Context: an optimization exercise on an open-source flow, tuned for small area, a short achievable clock period and few clock cycles. The choices shown serve that exercise and are no tape-out recipe. Where RTL was checked, it was by simulation tests only, not by an equivalence proof against the original. No functional check of the RTL was part of runs 1 and 2. Power and IR drop assume default switching activity.

==> design/flow/design.v <==
module baton_relay_core (
    input  wire        clk,
    input  wire        rst,
    input  wire [63:0] cfg_turns_required,
    input  wire        cmd_valid,
    output wire        cmd_ready,
    input  wire [1:0]  cmd_op,
    input  wire [7:0]  cmd_seed,
    input  wire        rx_valid,
    output wire        rx_ready,
    input  wire [63:0] rx_data,
    input  wire [3:0]  rx_len,
    input  wire        rx_fin,
    input  wire        offer_valid,
    output wire        offer_ready,
    input  wire [15:0] offer_len,
    output wire        tx_valid,
    input  wire        tx_ready,
    output wire [63:0] tx_data,
    output wire [3:0]  tx_len,
    output wire        tx_fin,
    output wire        tx_last,
    output wire        idle,
    output wire [2:0]  state,
    output wire        role,
    output wire [7:0]  baton_out,
    output wire [7:0]  baton_in,
    output wire [63:0] turn_count,
    output wire [63:0] rx_byte_count,
    output wire [2:0]  close_code,
    output wire        dgram_ready,
    output wire [7:0]  dgram_value
);
    localparam OP_ACCEPT   = 2'd0;
    localparam OP_CONNECT  = 2'd1;
    localparam OP_DEREG    = 2'd2;
    localparam OP_TIMEOUT  = 2'd3;
    localparam S_IDLE   = 3'd0;
    localparam S_READY  = 3'd1;
    localparam S_SENT   = 3'd2;
    localparam S_DONE   = 3'd3;
    localparam S_CLOSED = 3'd5;
    localparam [1:0] CC_SUCCESS   = 2'b00;
    localparam [1:0] CC_MALFORMED = 2'b01;
    localparam [1:0] CC_TIMEOUT   = 2'b10;
    localparam [1:0] CC_NONE      = 2'b11;
    localparam [1:0] D_IDLE = 2'd0;    
    localparam [1:0] D_LEN2 = 2'd1;    
    localparam [1:0] D_BODY = 2'd2;    
    localparam [1:0] D_DONE = 2'd3;    
    reg [2:0]  st;
    reg        role_r;
    reg [7:0]  baton_out_r;
    reg [7:0]  baton_in_r;
    reg        first_seen;
    reg [63:1] tc_hi;           
    reg [63:0] turns_req;
    reg [63:0] rx_bytes;
    reg [1:0]  cc;
    reg        dgram_ready_r;
    reg [7:0]  dgram_value_r;
    reg [1:0]  dph;
    reg [13:0] rem;             
    reg        send_q;          
    reg [14:0] fl;              
    reg        tx_busy;
    reg        last_r;          
    reg [12:0] cnt;             
    reg [3:0]  plen;            
    reg        fin_o;           
    reg [1:0]  hdr;             
    reg        turn_pend;
    wire in_idle = !tx_busy && !turn_pend;
    assign idle        = in_idle;
    assign cmd_ready   = in_idle;
    assign rx_ready    = in_idle;
    assign offer_ready = in_idle;
    wire tc0 = (st != S_IDLE) && !role_r;
    assign state         = st;
    assign role          = role_r;
    assign baton_out     = baton_out_r;
    assign baton_in      = baton_in_r;
    assign turn_count    = {tc_hi, tc0};
    assign rx_byte_count = rx_bytes;
    assign close_code    = {cc[1], cc[0], cc[1] & cc[0]};
    assign dgram_ready   = dgram_ready_r;
    assign dgram_value   = dgram_value_r;
    wire active = (st != S_IDLE) && (st != S_CLOSED);
    wire cmd_go   = in_idle && cmd_valid;
    wire rx_go    = in_idle && !cmd_valid && rx_valid;
    wire offer_go = in_idle && !cmd_valid && !rx_valid && offer_valid;
    wire [3:0] beat_len = last_r ? plen : 4'd8;
    wire       beat_fin = last_r && fin_o;
    reg [63:0] beat_data;
    integer i;
    always @(*) begin
        for (i = 0; i < 8; i = i + 1)
            beat_data[i*8 +: 8] = (beat_fin && (i + 1 >= plen)) ? baton_out_r : 8'd0;
        if (hdr[0]) beat_data[7:0]  = 8'h3f;
        if (hdr[1]) beat_data[15:0] = 16'hff7f;
    end
    assign tx_valid = tx_busy;
    assign tx_data  = beat_data;
    assign tx_len   = beat_len;
    assign tx_fin   = beat_fin;
    assign tx_last  = last_r;
    wire beat_go = tx_busy && tx_ready;
    wire [15:0] m = offer_len;
    wire        offer_writes = active && send_q && (m != 16'd0);
    wire        choose = (fl == 15'd0);
    wire [14:0] frame_left = !choose ? fl :
                             (baton_out_r == 8'd0) ? 15'd2 :
                             (m == 16'd1) ? 15'd65 : 15'd16386;
    wire        covers = (m >= {1'b0, frame_left});
    wire [15:0] w1 = (covers ? {1'b0, frame_left} : m) - 16'd1;    
    wire [14:0] fl_after = frame_left - m[14:0];
    wire [7:0] b0 = rx_data[7:0];
    wire [7:0] b1 = rx_data[15:8];
    wire [3:0] n  = rx_len;
    reg [14:0] idx;
    always @(*) begin
        case (dph)
        D_IDLE:  idx = b0[6] ? ({1'b0, b0[5:0], b1} + 15'd2) : ({9'd0, b0[5:0]} + 15'd1);
        D_LEN2:  idx = {1'b0, rem[13:8], b0} + 15'd1;
        default: idx = {1'b0, rem};
        endcase
    end
    wire        bad_pfx   = (dph == D_IDLE) && b0[7];
    wire        has_baton = (idx[14:3] == 12'd0) && ({1'b0, idx[2:0]} < n);
    wire        extra     = (idx[14:3] == 12'd0) && ({1'b0, idx[2:0]} + 4'd1 < n);
    wire [7:0]  rx_baton  = rx_data[idx[2:0]*8 +: 8];
    wire [14:0] rem_next  = idx - {11'd0, n};
    wire        pfx_split = (dph == D_IDLE) && b0[6] && (n == 4'd1);
    wire rx_n0      = (n == 4'd0);
    wire rx_close   = rx_n0 ? (rx_fin && (dph == D_LEN2 || dph == D_BODY))
                            : ((dph == D_DONE) || bad_pfx || (has_baton && extra) ||
                               (rx_fin && !has_baton));
    wire rx_turn    = !rx_n0 && (dph != D_DONE) && !bad_pfx && has_baton && !extra;
    wire [7:0]  b          = baton_in_r;
    wire [7:0]  b_plus1    = b + 8'd1;
    wire [7:0]  b_corrupt  = b + 8'd31;
    wire [63:1] tc_inc     = tc_hi + 63'd1;
    wire [63:0] tc_peer    = role_r ? {tc_hi, 1'b1} : {tc_inc, 1'b0};
    wire        terminal   = (tc_peer >= turns_req);
    wire        corrupting = (turns_req == 64'd257) && (tc_peer >= 64'd4);
    wire        seq_error  = first_seen && (b != baton_out_r + 8'd1);
    wire [4:0]  m7a        = {2'd0, b[2:0]} + {2'd0, b[5:3]} + {3'd0, b[7:6]};
    wire [3:0]  m7b        = {1'b0, m7a[2:0]} + {2'd0, m7a[4:3]};
    wire        arm_dgram  = role_r ? (m7b == 4'd1 || m7b == 4'd8)
                                    : (m7b == 4'd0 || m7b == 4'd7);
    wire [4:0]  rxb_lo   = {1'b0, rx_bytes[3:0]} + {1'b0, n};
    wire [63:4] rxb_hi1  = rx_bytes[63:4] + 60'd1;
    always @(posedge clk) begin
        if (rst) begin
            st            <= S_IDLE;
            role_r        <= 1'b0;
            baton_out_r   <= 8'd0;
            baton_in_r    <= 8'd0;
            first_seen    <= 1'b0;
            tc_hi         <= 63'd0;
            rx_bytes      <= 64'd0;
            cc            <= CC_NONE;
            dgram_ready_r <= 1'b0;
            dgram_value_r <= 8'd0;
            dph           <= D_IDLE;
            send_q        <= 1'b0;
            fl            <= 15'd0;
            tx_busy       <= 1'b0;
            turn_pend     <= 1'b0;
        end else begin
            if (cmd_go) begin
                case (cmd_op)
                OP_ACCEPT, OP_CONNECT: begin
                    if (st == S_IDLE &&
                        (cmd_op == OP_CONNECT || (cmd_seed >= 8'd1 && cmd_seed <= 8'd128))) begin
                        st            <= S_READY;
                        role_r        <= (cmd_op == OP_CONNECT);
                        baton_out_r   <= (cmd_op == OP_ACCEPT) ? cmd_seed : 8'd0;
                        baton_in_r    <= 8'd0;
                        first_seen    <= 1'b0;
                        turns_req     <= cfg_turns_required;
                        tc_hi         <= 63'd0;
                        rx_bytes      <= 64'd0;
                        cc            <= CC_NONE;
                        dgram_ready_r <= 1'b0;
                        dgram_value_r <= 8'd0;
                        dph           <= D_IDLE;
                        fl            <= 15'd0;
                        send_q        <= (cmd_op == OP_ACCEPT);
                    end
                end
                OP_DEREG: begin
                    if (st != S_IDLE) begin
                        if (role_r) begin
                            st <= S_CLOSED;
                        end else begin
                            st            <= S_IDLE;
                            role_r        <= 1'b0;
                            baton_out_r   <= 8'd0;
                            baton_in_r    <= 8'd0;
                            first_seen    <= 1'b0;
                            tc_hi         <= 63'd0;
                            rx_bytes      <= 64'd0;
                            cc            <= CC_NONE;
                            dgram_ready_r <= 1'b0;
                            dgram_value_r <= 8'd0;
                            dph           <= D_IDLE;
                            send_q        <= 1'b0;
                            fl            <= 15'd0;
                        end
                    end
                end
                default: begin  
                    if (active) begin
                        st <= S_CLOSED;
                        cc <= CC_TIMEOUT;
                    end
                end
                endcase
            end
            if (rx_go && active) begin
                rx_bytes <= {rxb_lo[4] ? rxb_hi1 : rx_bytes[63:4], rxb_lo[3:0]};
                if (rx_close) begin
                    st <= S_CLOSED;
                    cc <= CC_MALFORMED;
                end
                if (!rx_n0 && dph != D_DONE && !bad_pfx) begin
                    if (has_baton) begin
                        baton_in_r <= rx_baton;
                        dph        <= D_DONE;
                    end else if (pfx_split) begin
                        dph        <= D_LEN2;
                        rem[13:8]  <= b0[5:0];
                    end else begin
                        dph        <= D_BODY;
                        rem        <= rem_next[13:0];
                    end
                end
                if (rx_turn)
                    turn_pend <= 1'b1;
            end
            if (offer_go) begin
                tx_busy <= 1'b1;
                hdr     <= 2'b00;
                fin_o   <= 1'b0;
                if (offer_writes) begin
                    cnt    <= w1[15:3];
                    last_r <= (w1[15:3] == 13'd0);
                    plen   <= {1'b0, w1[2:0]} + 4'd1;
                    if (choose)
                        hdr <= (baton_out_r == 8'd0) ? 2'b00 :
                               (m == 16'd1) ? 2'b01 : 2'b10;
                    if (covers) begin
                        fin_o  <= 1'b1;
                        fl     <= 15'd0;
                        send_q <= 1'b0;
                        dph    <= D_IDLE;
                        if (st != S_DONE)
                            st <= S_SENT;
                    end else begin
                        fl     <= fl_after;
                    end
                end else begin
                    cnt    <= 13'd0;
                    last_r <= 1'b1;
                    plen   <= 4'd0;
                end
            end
            if (beat_go) begin
                hdr    <= 2'b00;
                cnt    <= cnt - 13'd1;
                last_r <= (cnt == 13'd1);
                if (last_r)
                    tx_busy <= 1'b0;
            end
            if (turn_pend) begin
                turn_pend <= 1'b0;
                if (b == 8'd0) begin
                    st <= S_CLOSED;
                    cc <= CC_SUCCESS;
                end else if (seq_error) begin
                    st <= S_CLOSED;
                    cc <= CC_MALFORMED;
                end else begin
                    first_seen <= 1'b1;
                    if (terminal) begin
                        baton_out_r <= 8'd0;
                        st          <= S_DONE;
                    end else if (corrupting) begin
                        baton_out_r <= (b_corrupt == 8'd0) ? 8'd1 : b_corrupt;
                        st          <= S_SENT;
                    end else begin
                        baton_out_r <= b_plus1;
                        st          <= S_SENT;
                    end
                    if (arm_dgram) begin
                        dgram_ready_r <= 1'b1;
                        dgram_value_r <= b;
                    end
                    tc_hi  <= tc_inc;
                    send_q <= 1'b1;
                    fl     <= 15'd0;
                end
            end
        end
    end
endmodule
==> design/flow/run.sh <==
#!/bin/bash
# synth_recipe.tcl (not shown) runs the flow's synth.tcl, then flattens the netlist and writes it again
# the make line also repeats each setting of config.mk as NAME=value (left out here)
make -C /OpenROAD-flow-scripts/flow DESIGN_CONFIG=/design/flow/config.mk WORK_HOME=/design/flow/orfs CLKGATE_MAP_FILE= SYNTH_SCRIPT=/design/flow/synth_recipe.tcl finish
==> design/flow/config.mk <==
export PLATFORM = sky130hd
export DESIGN_NAME = baton_relay_core
export DESIGN_NICKNAME = baton_relay_core
export VERILOG_FILES = /design/flow/design.v
export SDC_FILE = /design/flow/constraint.sdc
export NUM_CORES = 4
export LEC_CHECK = 0
export CAP_MARGIN = 20
export CORE_MARGIN = 2
export CORE_UTILIZATION = 40
export SLEW_MARGIN = 20
==> design/flow/constraint.sdc <==
create_clock -name core_clock -period 8.0 [get_ports {clk}]
set_input_delay 1.6000 -clock core_clock [delete_from_list [all_inputs] [get_ports {clk}]]
set_output_delay 1.6000 -clock core_clock [all_outputs]
set_load 0.01 [all_outputs]
==> reports/metrics.csv, run 1 <==
metric,value,unit
peak per-stage delay on the critical path,0.48,ns
post-synthesis instance area,20300,um2
area share of the largest cell type after synthesis,17.7,%
full die area,52500,um2
Initial Utilization,40.5,%
cell leakage power,9.91,nW
Main synth FF type,sky130_fd_sc_hd__dfxtp_1,
Synth area leaders,"sky130_fd_sc_hd__dfxtp_1 18%, sky130_fd_sc_hd__edfxtp_1 15%, sky130_fd_sc_hd__ha_1 8.0%",
Post-CTS Hold Buffers,0,
Horiz. Die Dim,229,um
number of failing setup endpoints in the final timing report,0,
synthesized netlist cell count,2552,
Setup crit start kind,input pin,
final hold viol count,0,
largest buffer count on any clock path,3,
number of remaining DRC errors,0,
Crit path arrival time,7.19,ns
count of cell types in the netlist,83,
HPWL after DPL,60.3,mm
source-to-sink clock delay at the later pin of the worst-skew pair,0.55,ns
clock sinks,278,
least setup slack across all paths after layout,1.19,ns
clock slew at the register clock pins of the worst setup and hold paths,0.06,ns
wire length of the first global-routing pass,118,mm
RSZ-0062 raised after global routing,false,
count of nets after finishing,3167,
Synth Register Bits,278,
io pins,400,
share of the clock period used by the worst path,85.2,%
post-route clock skew,0.0221,ns
number of max-cap violations,0,
count of flip-flops with a built-in enable after synthesis,99,
antenna violations before repair,5,
Total GRT Usage,28.6,%
die height,229,um
worst relative slew slack,26.4,%
number of DRC violations after detailed-routing iteration 0,2027,
highest clock frequency the design can meet,0.147,GHz
sequential fraction of the synthesis area,32.4,%
number of placement rows,82,
"leading cell type in the layout, fill and taps excluded",sky130_fd_sc_hd__clkdlybuf4s50_1,
Pwr per Cell Area,138,nW/um2
worst-case setup slack after placement,0.662,ns
routed via count divided by cell count,5.78,
Design Power,3.57,mW
peak supply drop,0.121,mV
CORE AREA,50100,um2
Layout area overhead,27.7,%
Critical-path top delay cell,sky130_fd_sc_hd__clkdlybuf4s50_1,
endpoint kind of the worst setup timing path,flop,
"Async S/R FF share, synth",0,%
routability cong.,0.931,
post-route ant nets,0,
Final Critical Period,6.81,ns
setup slack of the most critical reg-to-reg path,1.93,ns
most frequent cells in the layout,"398 x sky130_fd_sc_hd__clkdlybuf4s50_1, 268 x sky130_fd_sc_hd__nand2_1, 244 x sky130_fd_sc_hd__nor2_1",
Routed Wire Length,77.9,mm
final instance area,25900,um2
first-pass iteration count of the detailed router,5,
overflow left after global routing,0,
vias after detailed routing,20600,
outcome,finished clean,
crit path cell chain,clkdlybuf4s50_1 > nor3_1 > nor2b_1 > and4_1 > nand3_1 > o21ai_0 > inv_1 > ha_1 > a21o_1 > a21oi_1 > o21ai_0 > a21oi_4 > mux2i_1 > ha_1 > nand4_1 > nor3_1 > a31oi_1 > xnor2_1 > o211ai_1 > nor3b_1 > nand3_1 > o31ai_1,
number of clock buffers inserted by TritonCTS,35,
CTS tree,built,
required time at the endpoint of the critical path,8.38,ns
pin count of the biggest net entering global routing,67,
leading area contributor after synthesis,sky130_fd_sc_hd__dfxtp_1,
"critical path fanouts, max",9,
classification of the worst setup path,in2reg,
post-CTS repair timing setup buffer count,0,
worst-case hold slack,0.464,ns
slew at the pin closest to its max-slew limit,1.09,ns
number of global-route vias before repair,20100,
wire length per cell after detailed routing,21.8,um
cell at the root of the clock tree,sky130_fd_sc_hd__clkbuf_16,
post-cts resize count,0,
Final TNS setup,0,ns
count of input and output buffers,399,
Mapped Nets,2853,
worst hold-check path type,reg2reg,
post-synthesis average cell area,7.94,um2
CTS H-tree depth,2,
synthesis warning total,1,
cell area after placement,24700,um2
Final Max Tran Viols,0,
share of post-route cells with drive strength above 1,4.25,%
metrics by stage:
step | instances | util [%]
global placement | 3501 | 49.4
finish | 3568 | 51.7
floorplan | 2552 | -
detailed placement | 3501 | 49.4
CTS | 3565 | 51.6
global route | 3568 | 51.7
layout make-up:
class	instances	area, um2
flip-flops and latches	278	6560
clock inverters	12	103
fillers	4864	24200
inverters	151	567
multi-input cells	1972	12600
clock buffers	52	1000
well taps	672	841
repair buffers	428	4210
diodes	3	7.51
logic make-up after synthesis:
kind of cell | Yosys count | synth area share, %
muxes | 15 | 0.760
AOI/OAI and AO/OA | 547 | 17.1
buffers and inverters | 302 | 5.81
adders and majority gates | 137 | 8.71
DFF | 278 | 32.4
and+or+nand+nor | 1063 | 26.2
xor gates and xnor gates | 210 | 9.08
cells in the mapped netlist, types with 13 or more instances:
library cell	count
sky130_fd_sc_hd__o22ai_1	16
sky130_fd_sc_hd__inv_1	149
sky130_fd_sc_hd__edfxtp_1	99
sky130_fd_sc_hd__a21oi_1	136
sky130_fd_sc_hd__a22o_1	15
sky130_fd_sc_hd__xnor2_1	105
sky130_fd_sc_hd__nor2b_1	13
sky130_fd_sc_hd__nand2b_1	23
sky130_fd_sc_hd__a311oi_1	18
sky130_fd_sc_hd__nand3_1	108
sky130_fd_sc_hd__ha_1	129
sky130_fd_sc_hd__o211ai_1	18
sky130_fd_sc_hd__nor2_1	248
sky130_fd_sc_hd__xor2_1	105
sky130_fd_sc_hd__nand4_1	67
sky130_fd_sc_hd__o31ai_1	27
sky130_fd_sc_hd__nand2_1	268
sky130_fd_sc_hd__nor3_1	69
sky130_fd_sc_hd__nor4_1	56
sky130_fd_sc_hd__dfxtp_1	179
sky130_fd_sc_hd__clkbuf_1	126
sky130_fd_sc_hd__o21ai_0	162
sky130_fd_sc_hd__and4_1	17
sky130_fd_sc_hd__and3_1	62
sky130_fd_sc_hd__a31oi_1	28
sky130_fd_sc_hd__a21o_1	25
sky130_fd_sc_hd__or3_1	34
sky130_fd_sc_hd__and2_1	44
sky130_fd_sc_hd__a22oi_1	14
report_power, final:
group          switching [mW]  internal, mW  total [mW]
Clock                   0.647         0.903        1.55
Combinational           0.281         0.216       0.497
Sequential             0.0305          1.49        1.52
Total                   0.958          2.61        3.57
per-layer routing:
layer | vias to the layer above | track usage (%) | part of all wire [%]
met3 | 119 | 4.47 | 6.8
met1 | 9969 | 37.9 | 43
met4 | 4 | 8.46 | 2.6
li1 | 9765 | - | -
met5 | - | 0 | 0.027
met2 | 782 | 47.9 | 47
critical path: cells and delay by family:
family	cells	cell delay (ns)
AOI/OAI and AO/OA	8	1.50
xor gates and xnor gates	1	0.28
adders and majority gates	2	0.74
buffers and inverters	2	0.57
muxes	1	0.30
and+or+nand+nor	8	2.18
flip-flops by register name, summed over array words and instances, names as in the netlist:
name	cells
cnt	13
tx_busy	1
hdr	2
dph	2
fl	15
baton_in_r	8
last_r	1
rem	14
tc_hi	63
rx_bytes	64
send_q	1
cc	2
turn_pend	1
plen	4
role_r	1
first_seen	1
fin_o	1
st	3
baton_out_r	8
dgram_value_r	8
turns_req	64
dgram_ready_r	1
final timing paths:
kind                start          to  cells past startpoint
min reg2reg    first_seen  first_seen                      2
min            first_seen  first_seen                      2
max          offer_len[2]      last_r                     22
max reg2reg         fl[2]      last_r                     21
==> run 2: changes to the inputs <==
==> design/flow/flow/run.sh (new file) <==
#!/bin/bash
# Standard layout, with every port buffered by the smallest buffer instead of
# the flow's default choice. Full make output goes to standard.log.
set -euo pipefail
export BUFFER_PORTS_ARGS="-buffer_cell sky130_fd_sc_hd__buf_1"
bash standard.sh finish > standard.log 2>&1
==> design/flow/standard.sh (new file) <==
#!/bin/bash
# synth_recipe.tcl (not shown) runs the flow's synth.tcl, then flattens the netlist and writes it again
# the make line also repeats each setting of config.mk as NAME=value (left out here)
make -C /OpenROAD-flow-scripts/flow DESIGN_CONFIG=/design/flow/config.mk WORK_HOME=/design/flow/orfs CLKGATE_MAP_FILE= SYNTH_SCRIPT=/design/flow/synth_recipe.tcl "${@:-finish}"
removed: design/flow/run.sh
==> reports/metrics.csv, run 2 <==
metric,value,unit,change
first-pass iteration count of the detailed router,6,,was 5
RSZ-0062 raised after global routing,false,,unchanged
wire length of the first global-routing pass,115,mm,was 118 mm
leading area contributor after synthesis,sky130_fd_sc_hd__dfxtp_1,,unchanged
post-synthesis average cell area,7.94,um2,unchanged
antenna violations before repair,4,,was 5
endpoint kind of the worst setup timing path,flop,,unchanged
outcome,finished clean,,unchanged
number of DRC violations after detailed-routing iteration 0,1877,,was 2027
fill cell total of the finished layout,5048,,was 4864
Final Max Tran Viols,0,,unchanged
post-route ant nets,0,,unchanged
worst relative slew slack,19.7,%,was 26.4%
Synth area leaders,"sky130_fd_sc_hd__dfxtp_1 18%, sky130_fd_sc_hd__edfxtp_1 15%, sky130_fd_sc_hd__ha_1 8.0%",,unchanged
Setup crit start kind,input pin,,unchanged
worst hold-check path type,reg2reg,,unchanged
synthesis warning total,1,,unchanged
CTS tree,built,,unchanged
classification of the worst setup path,in2reg,,unchanged
Post-CTS Hold Buffers,0,,unchanged
most numerous cell in the Yosys netlist,sky130_fd_sc_hd__nand2_1,,unchanged
post-synthesis adder-cell area fraction,8.71,%,unchanged
setup slack of the most critical reg-to-reg path,2.00,ns,was 1.93 ns
Routed Wire Length,75.2,mm,was 77.9 mm
Critical-path top delay cell,sky130_fd_sc_hd__nor3_1,,was sky130_fd_sc_hd__clkdlybuf4s50_1
count of nets after finishing,3163,,was 3167
number of failing setup endpoints in the final timing report,0,,unchanged
combinational power share,11.4,%,was 13.9%
area share of the largest cell type after synthesis,17.7,%,unchanged
count of cell types in the netlist,83,,unchanged
FF-to-FF path depth,23,,was 21
switching part of the total,26.9,%,about the same
largest registers,"rx_bytes x64, turns_req x64, tc_hi x63",,unchanged
Seq. cell area,6560,um2,unchanged
Final TNS setup,0,ns,unchanged
clock sinks,278,,unchanged
share of post-route cells with drive strength above 1,4.43,%,was 4.25%
Pwr per Cell Area,160,nW/um2,was 138 nW/um2
clock power share,48.3,%,was 43.5%
io pins,400,,unchanged
full die area,52500,um2,unchanged
die height,229,um,unchanged
synthesized netlist cell count,2552,,unchanged
multiplexer area fraction after synthesis,0.760,%,unchanged
number of global-route vias before repair,19800,,was 20100
Layout area overhead,16.3,%,was 27.7%
routability cong.,0.924,,was 0.931
slew at the pin closest to its max-slew limit,1.19,ns,was 1.09 ns
start of the worst register-to-register path,baton_out_r[1],,was fl[2]
Synth Register Bits,278,,unchanged
Initial Utilization,40.5,%,unchanged
post-CTS repair timing setup buffer count,0,,unchanged
highest clock frequency the design can meet,0.158,GHz,was 0.147 GHz
routed via count divided by cell count,5.81,,was 5.78
crit path cell chain,buf_1 > nor3_1 > nor2b_1 > and4_1 > nand3_1 > o21ai_0 > inv_1 > ha_1 > a21o_1 > a21oi_1 > o21ai_0 > a21oi_4 > mux2i_1 > ha_1 > nand4_1 > nor2_1 > xnor2_1 > o21ai_0 > nand4_1 > nor3b_1 > nand3_1 > o31ai_1,,was clkdlybuf4s50_1 > nor3_1 > nor2b_1 > and4_1 > nand3_1 > o21ai_0 > inv_1 > ha_1 > a21o_1 > a21oi_1 > o21ai_0 > a21oi_4 > mux2i_1 > ha_1 > nand4_1 > nor3_1 > a31oi_1 > xnor2_1 > o211ai_1 > nor3b_1 > nand3_1 > o31ai_1
cell leakage power,9.01,nW,was 9.91 nW
vias after detailed routing,20700,,was 20600
cell type with the highest occurrence count on the critical path,sky130_fd_sc_hd__o21ai_0,,
Total GRT Usage,27.6,%,was 28.6%
largest buffer count on any clock path,3,,unchanged
clock slew at the register clock pins of the worst setup and hold paths,0.07,ns,was 0.06 ns
required time at the endpoint of the critical path,8.38,ns,about the same
largest family of logic cells by synthesized area,simple AND/OR/NAND/NOR gates,,unchanged
Cell Int Power,2.76,mW,was 2.61 mW
most frequent cells in the layout,"398 x sky130_fd_sc_hd__buf_1, 268 x sky130_fd_sc_hd__nand2_1, 244 x sky130_fd_sc_hd__nor2_1",,"was 398 x sky130_fd_sc_hd__clkdlybuf4s50_1, 268 x sky130_fd_sc_hd__nand2_1, 244 x sky130_fd_sc_hd__nor2_1"
"leading cell type in the layout, fill and taps excluded",sky130_fd_sc_hd__buf_1,,was sky130_fd_sc_hd__clkdlybuf4s50_1
area taken by multi-input logic gates,12600,um2,about the same
Main synth FF type,sky130_fd_sc_hd__dfxtp_1,,unchanged
overflow left after global routing,0,,unchanged
pin count of the biggest net entering global routing,65,,was 67
worst-case setup slack after placement,1.19,ns,was 0.662 ns
final hold viol count,0,,unchanged
post-cts resize count,0,,unchanged
number of remaining DRC errors,0,,unchanged
Final Critical Period,6.31,ns,was 6.81 ns
Mapped Nets,2853,,unchanged
Crit path arrival time,6.69,ns,was 7.19 ns
peak per-stage delay on the critical path,0.42,ns,was 0.48 ns
number of placement rows,82,,unchanged
Horiz. Die Dim,229,um,unchanged
count of input and output buffers,399,,unchanged
count of flip-flops with a built-in enable after synthesis,99,,unchanged
list of most frequent post-synthesis cells,"268 x sky130_fd_sc_hd__nand2_1, 248 x sky130_fd_sc_hd__nor2_1, 179 x sky130_fd_sc_hd__dfxtp_1",,unchanged
sequential fraction of the synthesis area,32.4,%,unchanged
number of max-cap violations,0,,unchanged
post-synthesis compound-gate area fraction,17.1,%,unchanged
CTS H-tree depth,2,,unchanged
share of the clock period used by the worst path,78.9,%,was 85.2%
hold depth,2,,unchanged
HPWL after DPL,57.5,mm,was 60.3 mm
worst-case hold path end point,first_seen,,unchanged
post-synthesis instance area,20300,um2,unchanged
wire length per cell after detailed routing,21.1,um,was 21.8 um
number of clock buffers inserted by TritonCTS,37,,was 35
critical path launch point,offer_len[2],,unchanged
simple-gate area share of the yosys netlist,26.2,%,unchanged
synthesized-area fraction occupied by xor and xnor cells,9.08,%,unchanged
"critical path fanouts, max",8,,was 9
Flop pwr share,40.3,%,was 42.6%
cell at the root of the clock tree,sky130_fd_sc_hd__clkbuf_16,,unchanged
Sw Pwr,1.02,mW,was 0.958 mW
post-route clock skew,0.0293,ns,was 0.0221 ns
source-to-sink clock delay at the later pin of the worst-skew pair,0.57,ns,was 0.55 ns
"Async S/R FF share, synth",0,%,unchanged
hold_sp,first_seen,,unchanged
least setup slack across all paths after layout,1.69,ns,was 1.19 ns
peak supply drop,0.148,mV,was 0.121 mV
endpoint of the most critical register-to-register path,last_r,,unchanged
CORE AREA,50100,um2,unchanged
## run 2: cell counts after synthesis
Identical to the previous run, type by type.
## run 2: worst max-delay path by stage
stage                     slack, ns  endpoint
after global placement         1.27    last_r
after detailed placement       1.19    last_r
after CTS                      1.75    last_r
after global routing           1.27   cnt[11]
final                          1.69    last_r
after floorplan                1.27   cnt[11]
## run 2: final cells by class
type                       instances  share of cell area, %
clock inverter                    22                   1.12
multi-input combinational       1972                   53.4
inverter                         151                   2.40
antenna                            2                 0.0212
clock buffer                      46                   4.52
tap                              672                   3.57
timing repair buffer             422                   7.18
sequential                       278                   27.8
## run 2: layer usage
layer  GRT usage, %  part of all wire [%]  up-vias
met4           9.40                   3.4        2
met5              0                 0.017        -
li1               -                     -     9758
met1           36.3                    43     9915
met2           44.6                    46      887
met3           6.15                   8.0      161
## run 2: metrics by stage
step	util [%]	power (mW)	cell area [um2]	instances	hold slack, ns
detailed placement	44.3	1.97	22200	3494	0.461
finish	47.1	3.77	23600	3565	0.466
global placement	44.3	1.97	22200	3494	0.452
CTS	47.0	3.79	23500	3562	0.471
global route	47.1	3.90	23600	3565	0.509
floorplan	-	1.82	20300	2552	0.437
## run 2: cell families after synthesis
| kind of cell | after synthesis |
|---|---|
| AND/OR/NAND/NOR | 1063 |
| AO/OA/AOI/OAI | 547 |
| buffers and inverters | 302 |
| flip-flops | 278 |
| XOR/XNOR | 210 |
| adder cells (fa/ha/maj) | 137 |
| multiplexers | 15 |
## run 2: worst max-delay path, delay by kind of cell
family | cells | cell delay, ns
AO/OA/AOI/OAI | 7 | 1.60
XOR/XNOR | 1 | 0.07
adder cells (fa/ha/maj) | 2 | 0.71
buffers and inverters | 2 | 0.22
multiplexers | 1 | 0.29
AND/OR/NAND/NOR | 9 | 2.22
## run 2: power by group through the flow
stage	Sequential, mW	Clock (mW)	Combinational, mW
after floorplan	1.53	0	0.281
after global placement	1.55	0	0.417
after detailed placement	1.55	0	0.424
after CTS	1.52	1.85	0.425
after global routing	1.52	1.91	0.475
final	1.52	1.82	0.430
==> run 3: changes to the inputs <==
--- a/design/flow/design.v
+++ b/design/flow/design.v
@@ -64,10 +64,7 @@
     reg        send_q;          
     reg [14:0] fl;              
-    reg        tx_busy;
-    reg        last_r;          
-    reg [12:0] cnt;             
-    reg [3:0]  plen;            
-    reg        fin_o;           
     reg [1:0]  hdr;             
+    reg [15:0] ol;              
+    reg        tx_busy;
     reg        turn_pend;
     wire in_idle = !tx_busy && !turn_pend;
@@ -90,11 +87,19 @@
     wire rx_go    = in_idle && !cmd_valid && rx_valid;
     wire offer_go = in_idle && !cmd_valid && !rx_valid && offer_valid;
-    wire [3:0] beat_len = last_r ? plen : 4'd8;
-    wire       beat_fin = last_r && fin_o;
+    wire       ol_lt8 = (ol[15:3] == 13'd0);
+    wire       fl_lt8 = (fl[14:3] == 12'd0);
+    wire       ol_le8 = ol_lt8 || (ol == 16'd8);
+    wire       fl_le8 = fl_lt8 || (fl == 15'd8);
+    wire [3:0] ol_c   = ol_lt8 ? {1'b0, ol[2:0]} : 4'd8;
+    wire [3:0] fl_c   = fl_lt8 ? {1'b0, fl[2:0]} : 4'd8;
+    wire       fl_first = (fl_c <= ol_c);
+    wire [3:0] beat_len = fl_first ? fl_c : ol_c;
+    wire       beat_last = ol_le8 || fl_le8;
+    wire       beat_fin  = fl_le8 && fl_first && (fl != 15'd0);
     reg [63:0] beat_data;
     integer i;
     always @(*) begin
         for (i = 0; i < 8; i = i + 1)
-            beat_data[i*8 +: 8] = (beat_fin && (i + 1 >= plen)) ? baton_out_r : 8'd0;
+            beat_data[i*8 +: 8] = (fl_le8 && (i + 1 >= fl_c)) ? baton_out_r : 8'd0;
         if (hdr[0]) beat_data[7:0]  = 8'h3f;
         if (hdr[1]) beat_data[15:0] = 16'hff7f;
@@ -104,15 +109,10 @@
     assign tx_len   = beat_len;
     assign tx_fin   = beat_fin;
-    assign tx_last  = last_r;
+    assign tx_last  = beat_last;
     wire beat_go = tx_busy && tx_ready;
-    wire [15:0] m = offer_len;
-    wire        offer_writes = active && send_q && (m != 16'd0);
+    wire        offer_writes = active && send_q && (offer_len != 16'd0);
     wire        choose = (fl == 15'd0);
-    wire [14:0] frame_left = !choose ? fl :
-                             (baton_out_r == 8'd0) ? 15'd2 :
-                             (m == 16'd1) ? 15'd65 : 15'd16386;
-    wire        covers = (m >= {1'b0, frame_left});
-    wire [15:0] w1 = (covers ? {1'b0, frame_left} : m) - 16'd1;    
-    wire [14:0] fl_after = frame_left - m[14:0];
+    wire [14:0] fl_choice = (baton_out_r == 8'd0) ? 15'd2 :
+                            (offer_len == 16'd1)  ? 15'd65 : 15'd16386;
     wire [7:0] b0 = rx_data[7:0];
     wire [7:0] b1 = rx_data[15:8];
@@ -145,8 +145,5 @@
     wire        corrupting = (turns_req == 64'd257) && (tc_peer >= 64'd4);
     wire        seq_error  = first_seen && (b != baton_out_r + 8'd1);
-    wire [4:0]  m7a        = {2'd0, b[2:0]} + {2'd0, b[5:3]} + {3'd0, b[7:6]};
-    wire [3:0]  m7b        = {1'b0, m7a[2:0]} + {2'd0, m7a[4:3]};
-    wire        arm_dgram  = role_r ? (m7b == 4'd1 || m7b == 4'd8)
-                                    : (m7b == 4'd0 || m7b == 4'd7);
+    wire        arm_dgram  = ((b % 8'd7) == {7'd0, role_r});
     wire [4:0]  rxb_lo   = {1'b0, rx_bytes[3:0]} + {1'b0, n};
     wire [63:4] rxb_hi1  = rx_bytes[63:4] + 60'd1;
@@ -243,34 +240,27 @@
                 tx_busy <= 1'b1;
                 hdr     <= 2'b00;
-                fin_o   <= 1'b0;
                 if (offer_writes) begin
-                    cnt    <= w1[15:3];
-                    last_r <= (w1[15:3] == 13'd0);
-                    plen   <= {1'b0, w1[2:0]} + 4'd1;
-                    if (choose)
+                    ol <= offer_len;
+                    if (choose) begin
+                        fl  <= fl_choice;
                         hdr <= (baton_out_r == 8'd0) ? 2'b00 :
-                               (m == 16'd1) ? 2'b01 : 2'b10;
-                    if (covers) begin
-                        fin_o  <= 1'b1;
-                        fl     <= 15'd0;
-                        send_q <= 1'b0;
-                        dph    <= D_IDLE;
-                        if (st != S_DONE)
-                            st <= S_SENT;
-                    end else begin
-                        fl     <= fl_after;
+                               (offer_len == 16'd1) ? 2'b01 : 2'b10;
                     end
                 end else begin
-                    cnt    <= 13'd0;
-                    last_r <= 1'b1;
-                    plen   <= 4'd0;
+                    ol <= 16'd0;
                 end
             end
             if (beat_go) begin
-                hdr    <= 2'b00;
-                cnt    <= cnt - 13'd1;
-                last_r <= (cnt == 13'd1);
-                if (last_r)
+                ol  <= ol - {12'd0, beat_len};
+                fl  <= fl - {11'd0, beat_len};
+                hdr <= 2'b00;
+                if (beat_last)
                     tx_busy <= 1'b0;
+                if (beat_fin) begin
+                    send_q <= 1'b0;
+                    dph    <= D_IDLE;
+                    if (st != S_DONE)
+                        st <= S_SENT;
+                end
             end
             if (turn_pend) begin
==> design/flow/run.sh (new file) <==
#!/bin/bash
# synth_recipe.tcl (not shown) runs the flow's synth.tcl, then flattens the netlist and writes it again
# the make line also repeats each setting of config.mk as NAME=value (left out here)
make -C /OpenROAD-flow-scripts/flow DESIGN_CONFIG=/design/flow/config.mk WORK_HOME=/design/flow/orfs CLKGATE_MAP_FILE= SYNTH_SCRIPT=/design/flow/synth_recipe.tcl finish
removed: design/flow/flow/run.sh
removed: design/flow/standard.sh
==> reports/metrics.csv, run 3 <==
metric,value,unit,change
first-pass iteration count of the detailed router,6,,unchanged
CTS tree,built,,unchanged
share of post-route cells with drive strength above 1,4.44,%,was 4.43%
"critical path fanouts, max",9,,was 8
worst-case hold path end point,dgram_value_r[6],,was first_seen
post-synthesis average cell area,7.96,um2,was 7.94 um2
path length in cells of the critical path,17,,was 22
CORE AREA,47900,um2,was 50100 um2
slew at the pin closest to its max-slew limit,0.993,ns,was 1.19 ns
largest registers,"rx_bytes x64, turns_req x64, tc_hi x63",,unchanged
Post-CTS Hold Buffers,0,,unchanged
highest clock frequency the design can meet,0.145,GHz,was 0.158 GHz
FF-to-FF path depth,24,,was 23
source-to-sink clock delay at the later pin of the worst-skew pair,0.56,ns,was 0.57 ns
number of diodes added for antenna fixing,0,,was 2
"Async S/R FF share, synth",0,%,unchanged
Crit path arrival time,5.29,ns,was 6.69 ns
peak per-stage delay on the critical path,0.62,ns,was 0.42 ns
number of placement rows,80,,was 82
most frequent cells in the layout,"398 x sky130_fd_sc_hd__clkdlybuf4s50_1, 260 x sky130_fd_sc_hd__nor2_1, 237 x sky130_fd_sc_hd__nand2_1",,"was 398 x sky130_fd_sc_hd__buf_1, 268 x sky130_fd_sc_hd__nand2_1, 244 x sky130_fd_sc_hd__nor2_1"
area taken by multi-input logic gates,11900,um2,was 12600 um2
Flop pwr share,41.4,%,was 40.3%
end-of-flow core utilization,52.1,%,was 47.1%
Synth area leaders,"sky130_fd_sc_hd__dfxtp_1 18%, sky130_fd_sc_hd__edfxtp_1 15%, sky130_fd_sc_hd__ha_1 6.9%",,"was sky130_fd_sc_hd__dfxtp_1 18%, sky130_fd_sc_hd__edfxtp_1 15%, sky130_fd_sc_hd__ha_1 8.0%"
post-synthesis instance area,19500,um2,was 20300 um2
wire length per cell after detailed routing,20.1,um,was 21.1 um
sequential fraction of the synthesis area,33.2,%,was 32.4%
fill cell total of the finished layout,4565,,was 5048
post-cts resize count,0,,unchanged
routed via count divided by cell count,5.77,,was 5.81
area share of the largest cell type after synthesis,18.4,%,was 17.7%
post-CTS repair timing setup buffer count,0,,unchanged
classification of the worst setup path,reg2out,,was in2reg
HPWL after DPL,51.8,mm,was 57.5 mm
Final TNS setup,0,ns,unchanged
Mapped Nets,2725,,was 2853
count of input and output buffers,399,,unchanged
endpoint kind of the worst setup timing path,output pin,,was flop
largest buffer count on any clock path,3,,unchanged
Final Critical Period,6.89,ns,was 6.31 ns
Cell Int Power,2.68,mW,was 2.76 mW
worst-case hold slack,0.490,ns,was 0.466 ns
endpoint of the most critical register-to-register path,ol[9],,was last_r
switching part of the total,25.5,%,was 26.9%
antenna violations before repair,1,,was 4
clock sinks,275,,was 278
Horiz. Die Dim,225,um,was 229 um
final hold viol count,0,,unchanged
start of the worst register-to-register path,ol[6],,was baton_out_r[1]
Final Non-Filler Cells,3387,,was 3565
cell leakage power,9.51,nW,was 9.01 nW
cell total after placement,3321,,was 3494
io pins,400,,unchanged
crit path cell chain,or4_1 > nor4_1 > nand2b_1 > or2_2 > or4_1 > nor2_1 > nand2_1 > ha_1 > nor2b_1 > o21ai_0 > nand2b_1 > a21oi_1 > a41o_1 > nor2_1 > a21oi_1 > inv_1 > clkdlybuf4s50_1,,was buf_1 > nor3_1 > nor2b_1 > and4_1 > nand3_1 > o21ai_0 > inv_1 > ha_1 > a21o_1 > a21oi_1 > o21ai_0 > a21oi_4 > mux2i_1 > ha_1 > nand4_1 > nor2_1 > xnor2_1 > o21ai_0 > nand4_1 > nor3b_1 > nand3_1 > o31ai_1
die height,225,um,was 229 um
wire length of the first global-routing pass,105,mm,was 115 mm
count of cell types in the netlist,85,,was 83
Pwr per Cell Area,144,nW/um2,was 160 nW/um2
count of nets after finishing,3020,,was 3163
number of remaining DRC errors,0,,unchanged
full die area,50500,um2,was 52500 um2
clock power share,46.3,%,was 48.3%
worst hold-check path type,reg2reg,,unchanged
routability cong.,0.955,,was 0.924
Layout area overhead,28.2,%,was 16.3%
Routed Wire Length,67.9,mm,was 75.2 mm
number of global-route vias before repair,18500,,was 19800
CTS H-tree depth,2,,unchanged
worst relative slew slack,33.7,%,was 19.7%
overflow left after global routing,0,,unchanged
"delay-heaviest family, CP",simple AND/OR/NAND/NOR gates,,unchanged
worst path buffer plus inverter count,2,,unchanged
Final Max Tran Viols,0,,unchanged
Initial Utilization,40.6,%,was 40.5%
Total GRT Usage,26.1,%,was 27.6%
cell area after placement,23800,um2,was 22200 um2
Synth Register Bits,275,,was 278
number of clock buffers inserted by TritonCTS,36,,was 37
most numerous cell in the Yosys netlist,sky130_fd_sc_hd__nor2_1,,was sky130_fd_sc_hd__nand2_1
cell at the root of the clock tree,sky130_fd_sc_hd__clkbuf_16,,unchanged
pin count of the biggest net entering global routing,59,,was 65
clock slew at the register clock pins of the worst setup and hold paths,0.06,ns,was 0.07 ns
peak supply drop,0.132,mV,was 0.148 mV
final instance area,25000,um2,was 23600 um2
combinational power share,12.4,%,was 11.4%
Main synth FF type,sky130_fd_sc_hd__dfxtp_1,,unchanged
list of most frequent post-synthesis cells,"263 x sky130_fd_sc_hd__nor2_1, 237 x sky130_fd_sc_hd__nand2_1, 179 x sky130_fd_sc_hd__dfxtp_1",,"was 268 x sky130_fd_sc_hd__nand2_1, 248 x sky130_fd_sc_hd__nor2_1, 179 x sky130_fd_sc_hd__dfxtp_1"
RSZ-0062 raised after global routing,false,,unchanged
required time at the endpoint of the critical path,6.40,ns,was 8.38 ns
worst-case setup slack after placement,1.72,ns,was 1.19 ns
setup slack of the most critical reg-to-reg path,1.88,ns,was 2.00 ns
synthesized netlist cell count,2449,,was 2552
number of failing setup endpoints in the final timing report,0,,unchanged
hold depth,2,,unchanged
outcome,finished clean,,unchanged
leading area contributor after synthesis,sky130_fd_sc_hd__dfxtp_1,,unchanged
post-route ant nets,0,,unchanged
post-route clock skew,0.0233,ns,was 0.0293 ns
number of DRC violations after detailed-routing iteration 0,1465,,was 1877
number of max-cap violations,0,,unchanged
Setup crit start kind,flop,,was input pin
share of the clock period used by the worst path,86.2,%,was 78.9%
Seq. cell area,6470,um2,was 6560 um2
"leading cell type in the layout, fill and taps excluded",sky130_fd_sc_hd__clkdlybuf4s50_1,,was sky130_fd_sc_hd__buf_1
count of flip-flops with a built-in enable after synthesis,96,,was 99
synthesis warning total,1,,unchanged
Design Power,3.60,mW,was 3.77 mW
Critical-path top delay cell,sky130_fd_sc_hd__or4_1,,was sky130_fd_sc_hd__nor3_1
hold_sp,dgram_value_r[6],,was first_seen
Sw Pwr,0.918,mW,was 1.02 mW
least setup slack across all paths after layout,1.11,ns,was 1.69 ns
vias after detailed routing,19500,,was 20700
run 3: cell count changes after synthesis, moves of 13 or more:
| cell | previous run | this run |
|---|---|---|
| sky130_fd_sc_hd__and3_1 | 62 | 25 |
| sky130_fd_sc_hd__nand2_1 | 268 | 237 |
| sky130_fd_sc_hd__inv_1 | 149 | 122 |
| sky130_fd_sc_hd__ha_1 | 129 | 107 |
| sky130_fd_sc_hd__o21ai_0 | 162 | 143 |
| sky130_fd_sc_hd__buf_2 | 11 | 29 |
| sky130_fd_sc_hd__a21oi_1 | 136 | 121 |
| sky130_fd_sc_hd__nor2_1 | 248 | 263 |
| sky130_fd_sc_hd__a22o_1 | 15 | 2 |
run 3: layer usage:
| layer | track usage (%) | part of all wire (%) | up-vias |
|---|---|---|---|
| li1 | - | - | 9389 |
| met1 | 35.4 | 45 | 9363 |
| met2 | 42.0 | 45 | 667 |
| met3 | 5.03 | 7.1 | 110 |
| met4 | 8.25 | 3.0 | 0 |
| met5 | 0 | 0 | - |
run 3: worst register-to-register path: stages (launching register included):
cell and delay, ns:
sky130_fd_sc_hd__edfxtp_1 0.45, sky130_fd_sc_hd__or4_1 0.62, sky130_fd_sc_hd__nor4_1 0.29, sky130_fd_sc_hd__nand2b_1 0.11, sky130_fd_sc_hd__or2_2 0.30, sky130_fd_sc_hd__or4_1 0.46
sky130_fd_sc_hd__nor2_1 0.26, sky130_fd_sc_hd__nand2_1 0.13, sky130_fd_sc_hd__ha_1 0.30, sky130_fd_sc_hd__nor2b_1 0.13, sky130_fd_sc_hd__o21ai_0 0.14, sky130_fd_sc_hd__nand2b_1 0.08
sky130_fd_sc_hd__a21oi_1 0.16, sky130_fd_sc_hd__a41o_1 0.29, sky130_fd_sc_hd__nor2_1 0.09, sky130_fd_sc_hd__a21oi_1 0.28, sky130_fd_sc_hd__ha_1 0.29, sky130_fd_sc_hd__nor2b_1 0.12
sky130_fd_sc_hd__o21ai_0 0.14, sky130_fd_sc_hd__nand2b_1 0.11, sky130_fd_sc_hd__a211oi_1 0.38, sky130_fd_sc_hd__nand2b_1 0.22, sky130_fd_sc_hd__nor4_1 0.28, sky130_fd_sc_hd__xnor2_1 0.16
sky130_fd_sc_hd__o21ai_0 0.10
run 3: area by class of cell:
cell class / count / area share [%]
Clock buffer: 49 / 4.13
Clock inverter: 17 / 0.716
Inverter: 123 / 1.85
Multi-Input combinational cell: 1887 / 47.7
Sequential cell: 275 / 25.9
Tap cell: 615 / 3.08
Timing Repair Buffer: 421 / 16.6
run 3: logic make-up after synthesis:
family | after synthesis | share of synthesized area, %
xor+xnor | 203 | 9.12
compound gates | 517 | 16.7
flops | 275 | 33.2
simple gates | 1040 | 27.0
fa+ha+maj | 111 | 7.28
buf+inv | 287 | 5.85
mux | 16 | 0.841
run 3: worst max-delay path by stage:
stage,startpoint,to,slack [ns]
after floorplan,cmd_seed[2],turns_req[0],1.74
after global placement,ol[6],tx_len[1],1.83
after detailed placement,ol[6],tx_len[1],1.72
after CTS,ol[6],tx_len[1],1.12
after global routing,ol[6],tx_len[1],0.71
final,ol[6],tx_len[1],1.11
run 3: power by group through the flow:
stage,Clock (mW),Combinational [mW],Sequential [mW]
final,1.67,0.446,1.49
after detailed placement,0,0.441,1.52
after global placement,0,0.436,1.52
after CTS,1.70,0.445,1.49
after floorplan,0,0.244,1.51
after global routing,1.76,0.490,1.49
Testbench counts of run 3, summed over its fixed seeds: cycles 195,975.

==> what the ideal ports hide <==
No port has a modelled driver above. Below, the same layouts with a new extraction and two added sets of constraints.
Step 1: set_driving_cell puts a clkbuf_16 on clk and a buf_2 on each other input, an assumption about the parent block.
Step 2 adds t to the input delays and takes it off the output delays; t is the mean of the earliest and latest rising clock arrival at the registers after step 1. Input paths then give back, and output paths get back, about the clock's delay inside the block.
a / b / c = ideal ports / drivers / drivers and shift; a / b = the first two.
| run | shift t [ns] | setup WS [ns] | worst setup path at the end |
|---|---|---|---|
| run 1 | 0.605 | 1.185 / 1.215 / 0.610 | input to register |
| run 2 | 0.614 | 1.687 / 1.716 / 1.102 | input to register |
| run 3 | 0.612 | 1.105 / 1.045 / 1.657 | register to output |
After both steps every run listed still meets setup and hold. For run 2, which loses most, drivers alone change the setup slack by +0.029 ns; drivers and shift together by -0.585 ns.
